This is an optimization exercise on Yosys and OpenROAD, whose aim is small area, a short achievable clock period and few clock cycles, not a production implementation.
Function was checked by simulation only, so behaviour that the tests miss may differ from the original.
No activity file was given, so power comes from the tool's default toggle rates.

== try-amber ==
// framing_core
module framing_core #(
    parameter CAP = 32
) (
    input  wire        clk,
    input  wire        rst,           
    input  wire        cmd_valid,
    input  wire [15:0] cmd_data,
    output wire        cmd_ready,
    output reg         resp_valid,
    output reg  [9:0]  resp_data,     
    output reg         ev_valid,
    output reg  [2:0]  ev_kind,       
    output reg  [23:0] ev_arg,
    input  wire        wait_done,
    input  wire        rx_valid,
    input  wire [7:0]  rx_data,
    input  wire        rx_last,
    input  wire        rx_empty,
    output wire        rx_ready
);
Size in the first run: roughly 990 flip-flops, roughly 72 I/O pins, roughly 0.042 sq mm of cells after synthesis.
==> flow/config.mk <==
export PLATFORM = sky130hd
export DESIGN_NAME = framing_core
export DESIGN_NICKNAME = framing_core
export VERILOG_FILES = /design/flow/design.v
export SDC_FILE = /design/flow/constraint.sdc
export NUM_CORES = 4
export LEC_CHECK = 0
export ABC_AREA = 1
export CAP_MARGIN = 20
export CORE_MARGIN = 2
export CORE_UTILIZATION = 40
export CTS_CLUSTER_DIAMETER = 90
export CTS_CLUSTER_SIZE = 26
export SLEW_MARGIN = 20
==> flow/constraint.sdc <==
create_clock -name core_clock -period 8.0 [get_ports {clk}]
set_input_delay 1.6000 -clock core_clock [delete_from_list [all_inputs] [get_ports {clk}]]
set_output_delay 1.6000 -clock core_clock [all_outputs]
set_load 0.01 [all_outputs]
standard.sh (not shown) runs the stock make flow with config.mk's settings and CLKGATE_MAP_FILE= SYNTH_SCRIPT=/design/flow/synth_recipe.tcl, a recipe that flattens the netlist after the stock synthesis.
==> flow/flow/run.sh <==
#!/bin/bash
set -euo pipefail
bash standard.sh SETUP_SLACK_MARGIN=5.15 finish > standard.log 2>&1
Testbench counts of try-amber, summed over its fixed seeds: cycles 21,000.
## Diff of input files: try-xenon against try-amber
Settings: swapping 40 for 55 in CORE_UTILIZATION.
==> flow/flow/run.sh <==
#!/bin/bash
set -euo pipefail
bash standard.sh SETUP_SLACK_MARGIN=5.3 finish > standard.log 2>&1
[summary]
The flow did not stop early for try-xenon: all stages ran, and the layout cleared the timing, DRC and antenna checks.
Detail-routed net length per standard cell up 8.5% in try-xenon wrt try-amber
try-xenon vs try-amber, sum of met3 wire segment lengths after detailed routing went down by 990 microns.
Endpoint of the worst setup timing path = u_dec.rd_data[0]: try-amber; endpoint of the worst setup timing path = cmd_ready: try-xenon
Side by side, non-clock inverter instance count of the final layout turned out higher in try-xenon than in try-amber.
Summary of try-xenon over try-amber: final critical delay including setup and external delays climbed 0.022 ns; floorplan row count fell by 15%; maximum ir drop on the vdd rail has decreased; well-tap cell count dropped about 26%; clock share of power roughly the same.
## Diff of input files: try-delta against try-xenon
Settings: CORE_UTILIZATION: 55 -> 40.
==> comparison <==
Compared with try-xenon, try-delta shows design area higher by about 0.66%.
The area taken by flip-flops and latches was comparable across try-delta and try-xenon.
Synthesized cell count: try-delta vs try-xenon identical
Higher first-iteration DRC count was reported by try-delta, not try-xenon.
Re routed wire length per instance: try-delta and try-xenon aren't equal, and the lower value belongs to try-delta.
[compare] base=try-xenon new=try-delta: post-layout net count held steady, worst setup slack grew by 0.016 ns, routed metal-1 wire length grew by 2.4%.
For try-harbor, these inputs were changed with respect to try-delta:
Settings: swapping 40 for 55 in CORE_UTILIZATION.
==> flow/flow/run.sh <==
#!/bin/bash
set -euo pipefail
bash standard.sh SETUP_SLACK_MARGIN=5.45 finish > standard.log 2>&1
Results
- Global-route total usage across every layer was higher in try-harbor than in try-delta.
- try-harbor vs try-delta on worst-margin pin slew: try-harbor is the higher one.
- try-harbor against try-delta: number of instances resized during post-cts repair went up by 169; leakage power total went up by 3.9%; relative max-transition margin lost 0.41 points; worst setup slack saw a decrease.
- Final period demand of the worst path was higher in try-harbor than in try-delta.

---

framing_core, a different RTL version from the one above (not shown whole).
Size: about 3,700 cells after synthesis, about 42,000 sq um of cells after synthesis.
Design framing_core, start of the top module:
module framing_core #(
    parameter CAP = 32
) (
    input  wire        clk,
    input  wire        rst,           
    input  wire        cmd_valid,
    input  wire [15:0] cmd_data,
    output wire        cmd_ready,
    output reg         resp_valid,
    output reg  [9:0]  resp_data,     
    output reg         ev_valid,
    output reg  [2:0]  ev_kind,       
    output reg  [23:0] ev_arg,
    input  wire        wait_done,
    input  wire        rx_valid,
    input  wire [7:0]  rx_data,
    input  wire        rx_last,
    input  wire        rx_empty,
    output wire        rx_ready
);
clock: 8.0 ns
lec_check: 0
abc_area: 1
cap_margin: 20
core_margin: 2
core_utilization: 40
cts_cluster_diameter: 90
cts_cluster_size: 26
place_density: 0.85
slew_margin: 20
==> flow/flow/run.sh <==
#!/bin/bash
set -euo pipefail
bash standard.sh SETUP_SLACK_MARGIN=5.15 finish > standard.log 2>&1
The first run produced a clean layout.
Testbench counts at the start, summed over its fixed seeds: cycles 21,000.
Edit:
==> flow/flow/run.sh (replaced) <==
#!/bin/bash
set -euo pipefail
bash standard.sh SETUP_SLACK_MARGIN=5.05 finish > standard.log 2>&1
Settings changed: PLACE_DENSITY 0.85 to default.
What happened: The changed run finished but fails on capacitance limit, slew limit. Critical path depth is lower by 4. Synthesized cell count does not change. Register-to-register slack is worse by 20 ps. Utilization is lower by 0.13 points. Hold slack is worse by 9.1 ps. Worst setup slack is worse by 9.6 ps. Final area barely changes.
Edit:
==> flow/flow/run.sh (replaced) <==
#!/bin/bash
set -euo pipefail
bash standard.sh SETUP_SLACK_MARGIN=5.15 finish > standard.log 2>&1
Now the flow completed with no timing, DRC or antenna violations.
Power went up by 0.41%.
Flip-flop and latch count stays the same.
Via count went up by about 0.5%.
Die area does not change.
Worst setup slack is better by 64 ps.
Fmax went up by 2.3%.
Sequential share of layout area went down by 0.45 points.
Hold slack is better by 6.9 ps.
Routed wire length went up by 0.92%.

## static timing again, ports no longer ideal
No port has a modelled driver above. Below, the same layouts with a new extraction and two added sets of constraints.
Step 1 sets driving cells, clkbuf_16 on the clock port and buf_2 on the other inputs (assumed; they add their load-dependent delay and slew).
Step 2 moves the port delays by t, midway between the first and last clock arrival at a register: inputs arrive t later, outputs are due t later. That takes back most of the time a late clock gives input paths.
Three values: ideal, step 1, step 2; two values: the first two.
run | t (ns) | setup slack, ns | worst data-port slew with drivers (ns)
try-amber | 0.701 | 5.197 / 5.134 / 4.578 | 0.11
try-xenon | 0.693 | 5.175 / 5.106 / 4.747 | 0.07
try-delta | 0.703 | 5.191 / 5.130 / 4.669 | 0.10
try-harbor | 0.697 | 5.177 / 5.110 / 4.867 | 0.05
the first run of note 2 | 0.688 | 5.100 / 5.102 / 4.449 | 0.07
the second run of note 2 | 0.698 | 5.090 / 5.025 / 4.525 | 0.04
the third run of note 2 | 0.696 | 5.155 / 5.084 / 4.616 | 0.05
The setup slack of the first run of note 2, which loses most, moves by +0.002 ns with the drivers and by -0.651 ns with both steps.
